Source: an optimization exercise on an open RTL-to-GDS flow (aim: small area, a short achievable clock period and few clock cycles). Production flows keep margins and buffers that such runs may drop.
Only simulation tests tie the RTL to the original design; equivalence was not proved.
Power is estimated from default activity; no workload was simulated.

$ cat flow/design.v
module link_rx (
    input  wire        clk,
    input  wire        rst,
    input  wire        in_valid,
    output wire        in_ready,
    input  wire [7:0]  in_data,
    input  wire        cmd_valid,
    output wire        cmd_ready,
    input  wire [7:0]  cmd_op,
    input  wire [7:0]  cmd_id,
    input  wire [31:0] cmd_region,
    input  wire [7:0]  cmd_size,
    output reg         rsp_valid,
    output reg         rsp_bool,
    output reg  [7:0]  rsp_val,
    output wire        mem_valid,
    input  wire        mem_ready,
    output wire [31:0] mem_addr,
    output wire [7:0]  mem_data
);
    localparam [7:0] MAGIC0      = 8'h55;
    localparam [7:0] MAGIC1      = 8'hAA;
    localparam [7:0] MAX_PAYLOAD = 8'd57;
    localparam [7:0] MAX_ITEM    = 8'd56;
    localparam [7:0] OP_BIND  = 8'h01;
    localparam [7:0] OP_RSER  = 8'h04;
    localparam [7:0] OP_ISRX  = 8'h05;
    localparam [7:0] OP_CLRX  = 8'h06;
    localparam [7:0] OP_TAKE  = 8'h07;
    localparam [7:0] OP_TAKEP = 8'h08;
    localparam [1:0] S_RECV     = 2'd0;
    localparam [1:0] S_DEC_TYPE = 2'd1;
    localparam [1:0] S_DEC_DATA = 2'd2;
    reg [7:0]  slot_used;
    reg [7:0]  slot_recv;
    reg [7:0]  slot_id     [0:7];
    reg [31:0] slot_region [0:7];
    reg [5:0]  slot_size   [0:7];
    reg [7:0]  frame_buf [0:63];
    reg [6:0]  count;
    reg [7:0]  len;
    reg [15:0] crc;
    reg [7:0]  rx_crc_lo;
    reg [7:0]  last_serial;
    reg [1:0]  state;
    reg [5:0]  dec_pos;        
    reg [5:0]  dec_end;        
    reg [2:0]  dec_slot;
    reg [5:0]  dec_left;       
    reg [31:0] dec_addr;
    assign in_ready  = (state == S_RECV);
    assign cmd_ready = (state == S_RECV);
    assign mem_valid = (state == S_DEC_DATA);
    assign mem_addr  = dec_addr;
    assign mem_data  = frame_buf[dec_pos];
    wire take = in_valid && in_ready;
    wire cmd  = cmd_valid && cmd_ready;
    reg [15:0] crc_next;
    integer    i;
    always @* begin
        crc_next = ((count == 7'd4) ? 16'h0000 : crc) ^ {8'h00, in_data};
        for (i = 0; i < 8; i = i + 1)
            crc_next = crc_next[0] ? ((crc_next >> 1) ^ 16'h8408) : (crc_next >> 1);
    end
    wire [7:0] dec_type = frame_buf[dec_pos];
    reg        cmd_hit, reg_hit, dec_hit, free_found;
    reg [2:0]  cmd_slot, reg_slot, dec_hit_slot, free_slot;
    integer    j;
    always @* begin
        cmd_hit = 1'b0; cmd_slot = 3'd0;
        reg_hit = 1'b0; reg_slot = 3'd0;
        dec_hit = 1'b0; dec_hit_slot = 3'd0;
        free_found = 1'b0; free_slot = 3'd0;
        for (j = 7; j >= 0; j = j - 1) begin
            if (slot_used[j] && slot_id[j] == cmd_id) begin
                cmd_hit = 1'b1; cmd_slot = j[2:0];
            end
            if (slot_used[j] && slot_region[j] == cmd_region) begin
                reg_hit = 1'b1; reg_slot = j[2:0];
            end
            if (slot_used[j] && slot_id[j] == dec_type) begin
                dec_hit = 1'b1; dec_hit_slot = j[2:0];
            end
            if (!slot_used[j]) begin
                free_found = 1'b1; free_slot = j[2:0];
            end
        end
    end
    wire [32:0] bind_end  = {1'b0, cmd_region} + {25'd0, cmd_size};
    wire        bind_ok   = (cmd_size <= MAX_ITEM) && (bind_end <= 33'h1_0000_0000);
    wire [5:0]  dec_rem   = dec_end - dec_pos;             
    wire [5:0]  dec_size  = slot_size[dec_hit_slot];
    wire [8:0]  end_payload = 9'd4 + {1'b0, len};
    wire [8:0]  pos_crc_lo  = 9'd5 + {1'b0, len};
    wire [8:0]  pos_crc_hi  = 9'd6 + {1'b0, len};
    wire [8:0]  pos         = {2'b00, count};
    always @(posedge clk) begin
        if (rst) begin
            count       <= 7'd0;
            state       <= S_RECV;
            slot_used   <= 8'd0;
            slot_recv   <= 8'd0;
            last_serial <= 8'd0;
            rsp_valid   <= 1'b0;
        end else begin
            rsp_valid <= cmd;
            if (cmd) begin
                case (cmd_op)
                    OP_BIND: begin
                        if (cmd_region == 32'd0) begin
                            if (cmd_hit) begin
                                slot_used[cmd_slot]   <= 1'b0;
                                slot_recv[cmd_slot]   <= 1'b0;
                                slot_id[cmd_slot]     <= 8'd0;
                                slot_region[cmd_slot] <= 32'd0;
                                slot_size[cmd_slot]   <= 6'd0;
                            end
                        end else if (bind_ok) begin
                            if (cmd_hit) begin
                                slot_region[cmd_slot] <= cmd_region;
                                slot_size[cmd_slot]   <= cmd_size[5:0];
                                slot_recv[cmd_slot]   <= 1'b0;
                            end else if (free_found) begin
                                slot_used[free_slot]   <= 1'b1;
                                slot_id[free_slot]     <= cmd_id;
                                slot_region[free_slot] <= cmd_region;
                                slot_size[free_slot]   <= cmd_size[5:0];
                                slot_recv[free_slot]   <= 1'b0;
                            end
                        end
                    end
                    OP_RSER: rsp_val <= last_serial;
                    OP_ISRX: rsp_bool <= cmd_hit && slot_recv[cmd_slot];
                    OP_CLRX: if (cmd_hit) slot_recv[cmd_slot] <= 1'b0;
                    OP_TAKE: begin
                        rsp_bool <= cmd_hit && slot_recv[cmd_slot];
                        if (cmd_hit) slot_recv[cmd_slot] <= 1'b0;
                    end
                    OP_TAKEP: begin
                        rsp_bool <= reg_hit && slot_recv[reg_slot];
                        if (reg_hit) slot_recv[reg_slot] <= 1'b0;
                    end
                    default: ;
                endcase
            end
            case (state)
                S_RECV: if (take) begin
                    if (count == 7'd0) begin
                        if (in_data == MAGIC0) begin
                            frame_buf[0] <= in_data;
                            count        <= 7'd1;
                        end
                    end else if (count == 7'd1) begin
                        if (in_data == MAGIC1) begin
                            frame_buf[1] <= in_data;
                            count        <= 7'd2;
                        end else if (in_data != MAGIC0) begin
                            count <= 7'd0;
                        end
                    end else begin
                        frame_buf[count[5:0]] <= in_data;
                        if (count == 7'd4) begin
                            len <= in_data;
                            crc <= crc_next;
                            if (in_data > MAX_PAYLOAD)
                                count <= 7'd0;             
                            else
                                count <= 7'd5;
                        end else if (count >= 7'd5 && pos <= end_payload) begin
                            crc   <= crc_next;
                            count <= count + 7'd1;
                        end else if (pos == pos_crc_lo) begin
                            rx_crc_lo <= in_data;
                            count     <= count + 7'd1;
                        end else if (pos == pos_crc_hi) begin
                            count <= 7'd0;
                            if ({in_data, rx_crc_lo} == crc) begin
                                last_serial <= frame_buf[2];
                                dec_pos     <= 6'd5;
                                dec_end     <= end_payload[5:0];
                                if (len != 8'd0)
                                    state <= S_DEC_TYPE;
                            end
                        end else begin
                            count <= count + 7'd1;
                        end
                    end
                end
                S_DEC_TYPE: begin
                    if (!dec_hit || {2'b00, dec_size} > {2'b00, dec_rem}) begin
                        state <= S_RECV;                   
                    end else if (dec_size == 6'd0) begin
                        slot_recv[dec_hit_slot] <= 1'b1;
                        if (dec_pos == dec_end)
                            state <= S_RECV;
                        else
                            dec_pos <= dec_pos + 6'd1;
                    end else begin
                        dec_slot <= dec_hit_slot;
                        dec_addr <= slot_region[dec_hit_slot];
                        dec_left <= dec_size;
                        dec_pos  <= dec_pos + 6'd1;
                        state    <= S_DEC_DATA;
                    end
                end
                S_DEC_DATA: if (mem_ready) begin
                    dec_addr <= dec_addr + 32'd1;
                    dec_left <= dec_left - 6'd1;
                    if (dec_left == 6'd1) begin
                        slot_recv[dec_slot] <= 1'b1;
                        if (dec_pos == dec_end)
                            state <= S_RECV;
                        else begin
                            dec_pos <= dec_pos + 6'd1;
                            state   <= S_DEC_TYPE;
                        end
                    end else begin
                        dec_pos <= dec_pos + 6'd1;
                    end
                end
                default: state <= S_RECV;
            endcase
        end
    end
endmodule
$ cat flow/config.mk
export PLATFORM = sky130hd
export DESIGN_NAME = link_rx
export DESIGN_NICKNAME = link_rx
export VERILOG_FILES = /design/flow/design.v
export SDC_FILE = /design/flow/constraint.sdc
export NUM_CORES = 4
export LEC_CHECK = 0
export CAP_MARGIN = 20
export CORE_MARGIN = 2
export CORE_UTILIZATION = 40
export PLACE_DENSITY = 0.6
export SLEW_MARGIN = 20
$ cat flow/run.sh
#!/bin/bash
# synth_recipe.tcl (not shown) runs the flow's synth.tcl, then flattens the netlist and writes it again
# the make line also repeats each setting of config.mk as NAME=value (left out here)
make -C /OpenROAD-flow-scripts/flow DESIGN_CONFIG=/design/flow/config.mk WORK_HOME=/design/flow/orfs CLKGATE_MAP_FILE= SYNTH_SCRIPT=/design/flow/synth_recipe.tcl finish
$ cat flow/constraint.sdc
create_clock -name core_clock -period 7.5 [get_ports {clk}]
set_input_delay 1.5000 -clock core_clock [delete_from_list [all_inputs] [get_ports {clk}]]
set_output_delay 1.5000 -clock core_clock [all_outputs]
set_load 0.01 [all_outputs]
==> results.sh <==
export IMPL_status="timing/DRC/antenna clean"
export IMPL_muxShareOfSynthArea=0.0765
export IMPL_h_tree_depth=3
export IMPL_yosys_warnings=1
export IMPL_syn_area_per_cell_um2=13.0
export IMPL_slowest_delay_ns=0.54
export IMPL_max_cap_violations=0
export IMPL_synth_compound_area_frac=0.0679
export IMPL_grt_overflow=0
export IMPL_synth_adder_area_share=0.0157
export IMPL_drive_gt1_frac=0.131
export IMPL_grt_max_degree=83
export IMPL_dp_hpwl_um=104000
export IMPL_grt_use_total=0.235
export IMPL_vdd_drop_max_uv=205
export IMPL_fmax_mhz=140
export IMPL_die_y_um=356
export IMPL_synth_edf_count=974
export IMPL_ff2ff_path_depth=33
export IMPL_start_util=0.402
export IMPL_worst_path_most_repeated_cell="buf_4"
export IMPL_critPathBufInv=7
export IMPL_fill_cells=10900
export IMPL_grt_pass1_vias=32500
export IMPL_clk_pin_slew_ns=0.06
export IMPL_dp_slack_ns=0.0659
export IMPL_clk_path_buf_depth=3
export IMPL_dieArea_um2=126000
export IMPL_portBuffers=121
export IMPL_worstSetupPathType="register to register"
export IMPL_powerDensity_nw_per_um2=219
export IMPL_final_common_cell="edfxtp_1"
export IMPL_io_pins=122
export IMPL_ys_seq_area_frac=0.608
export IMPL_cts_num_sinks=1014
export IMPL_yosys_most_used_dff="edfxtp_1"
export IMPL_cts_buffers=106
export IMPL_gp_congestion=0.919
export IMPL_initialDrtViolationCount=3719
export IMPL_ant_nets=0
export IMPL_via_per_inst=5.75
export IMPL_floorplan_rows=129
export IMPL_startpoint_type="register"
export IMPL_drtPass1Iterations=6
export IMPL_final_cell_area_um2=57300
export IMPL_route_detailed_drc=0
export IMPL_synth_fp_nets=3930
export IMPL_area_growth_pct=15.8
export IMPL_drv_slew=0
export IMPL_yosysUniqueCellTypes=93
export IMPL_critPathCaptureType="register"
export IMPL_fin_nets=4136
export IMPL_final_cell_mix="974 x edfxtp_1, 374 x nand2_1, 345 x xnor2_1, 268 x nor2_1, 161 x buf_4"
export IMPL_rsz0062_at_grt="false"
export IMPL_post_dp_cell_area_um2=53600
export IMPL_syn_cell_area_um2=49400
export IMPL_grt_antenna_before_repair=2
export IMPL_drt_wl_total_um=152000
export IMPL_cpMaxStageDelayCell="mux4_2"
export IMPL_synth_simple_area_share=0.117
export IMPL_crit_arrival_ns=7.74
export IMPL_worst_skew_pair_late_latency_ns=0.74
export IMPL_synth_xor_area_frac=0.0894
export IMPL_p_leak_uw=0.0199
export IMPL_crit_fanout=20
export IMPL_crit_required_ns=8.12
export IMPL_grt_pass1_wl_um=221000
export IMPL_async_flop_share=0
export IMPL_clock_root_buffer="clkbuf_16"
export IMPL_hold_viol_final=0
export IMPL_die_w_um=356
export IMPL_slew_headroom=0.218
export IMPL_tightest_slew_ns=1.17
export IMPL_vias=33000
export IMPL_layout_setup_ws_ns=0.381
export IMPL_hold_start="last_serial[2]$_SDFFE_PP0P_"
export IMPL_ys_seq_elements=1014
export IMPL_setup_viol=0
export IMPL_tritoncts="yes"
export IMPL_rrSetupSlack_ns=0.38
export IMPL_syn_inst=3800
export IMPL_hold_class="register to register"
export IMPL_period_minus_slack_ns=7.12
export IMPL_routedWlPerCell_um=26.4
export IMPL_holdPathEnd="rsp_val[2]$_DFFE_PP_"
export IMPL_clock_skew_ns=0.0613
export IMPL_core_area_um2=123000
export IMPL_synth_top_family_by_area="simple AND/OR/NAND/NOR gates"
export IMPL_min_period_over_period=0.949
export IMPL_crit_family="compound AO/OA/AOI/OAI gates"
export IMPL_whs_path_depth=0
-- metal layers --
| metal | up-vias | part of all wire | GRT usage |
|---|---|---|---|
| li1 | 14700 | - | - |
| met1 | 16600 | 0.42 | 0.317 |
| met2 | 1389 | 0.48 | 0.389 |
| met3 | 249 | 0.067 | 0.0338 |
| met4 | 4 | 0.035 | 0.0817 |
| met5 | - | 0.00017 | 0 |
-- registers in the layout (all words and copies together), names as in the netlist, named ones only --
signal       flops
count            7
crc             16
dec_addr        32
dec_end          6
dec_left         6
dec_pos          6
dec_slot         3
frame_buf      512
last_serial      8
len              8
rsp_bool         1
rsp_val          8
rsp_valid        1
rx_crc_lo        8
slot_id         64
slot_recv        8
slot_region    256
slot_size       48
slot_used        8
state            2
-- stage by stage --
step	utilization	std cells	setup TNS (ns)	hold slack, ns	power [uW]
global placement	0.435	5529	0	0.414	7270
finish	0.465	5734	0	0.434	12500
CTS	0.463	5727	0	0.432	12600
global route	0.465	5733	0	0.445	12900
floorplan	-	3800	-53.87	0.408	6870
detailed placement	0.435	5529	0	0.418	7280
-- logic make-up (layout without fill, tap and decap cells) --
family                   after synthesis  in the layout
buffers and inverters                303            599
XOR/XNOR                             505            505
adder cells (fa/ha/maj)               61             61
flip-flops                          1014           1014
multiplexers                         248            248
AO/OA/AOI/OAI                        477            477
AND/OR/NAND/NOR                     1192           1192
other                                  0              1
-- how the worst max path moves through the flow --
| stage | endpoint | cells after the start |
|---|---|---|
| after global routing | register | 30 |
| after detailed placement | register | 30 |
| after floorplan | slot_region[1][0]$_DFFE_PP_ | 19 |
| final | register | 33 |
| after global placement | register | 29 |
| after CTS | register | 31 |
-- cell usage after synthesis, types with 66 or more instances --
master | number | share of area
xor2_1 | 160 | 0.028
clkbuf_1 | 139 | 0.011
nand3_1 | 114 | 0.012
mux2i_1 | 139 | 0.028
xnor2_1 | 345 | 0.061
and3_1 | 66 | 0.0084
o21ai_0 | 77 | 0.0078
nand4_1 | 83 | 0.011
a21oi_1 | 81 | 0.0082
nand2_1 | 375 | 0.028
edfxtp_1 | 974 | 0.59
inv_1 | 83 | 0.0063
mux4_2 | 103 | 0.047
nor2_1 | 277 | 0.021
-- repair_timing --
item	in CTS	in global routing
gates resized for setup	0	28
setup endpoints to repair	0	61
hold buffers	0	0
buffers inserted	0	5
-- power by group --
part           switching, uW  internal, uW  total [uW]
clock                   2320          3030        5350
sequential              19.5          6180        6200
combinational            571           411         983
-- area by class of cell --
cell class                      count  area (um2)  share of cell area
Tap cell                         1637        2050              0.0358
Timing Repair Buffer              314        2990              0.0523
Clock buffer                      127        2770              0.0484
Antenna cell                        1        2.50           0.0000437
Multi-Input combinational cell   2483       18300               0.320
Inverter                           87         329             0.00575
Sequential cell                  1014       30100               0.525
Clock inverter                     71         742              0.0130
Testbench counts, summed over its fixed seeds: cycles 52,747.

==> port drivers added, routing unchanged <==
The results above use ideal ports. As a check the final layout listed here was re-extracted and re-timed, cells and wires unchanged. Step 1, drivers: a clkbuf_16 drives clk and a buf_2 each remaining input, both assumed. Step 2 adds t to the input delays and takes it off the output delays; t is the mean of the earliest and latest rising clock arrival at the registers after step 1. Input paths then give back, and output paths get back, about the clock's delay inside the block. Slacks: ideal / step 1 / step 2; pairs: ideal / step 1.
t, ns: 0.776
setup slack, ns: 0.381 / 0.381 / 0.381
worst setup path after step 2: register to register
After both steps setup and hold are still met in this run. The setup slack of this run moves by 0.000 ns with the drivers and by 0.000 ns with both steps.
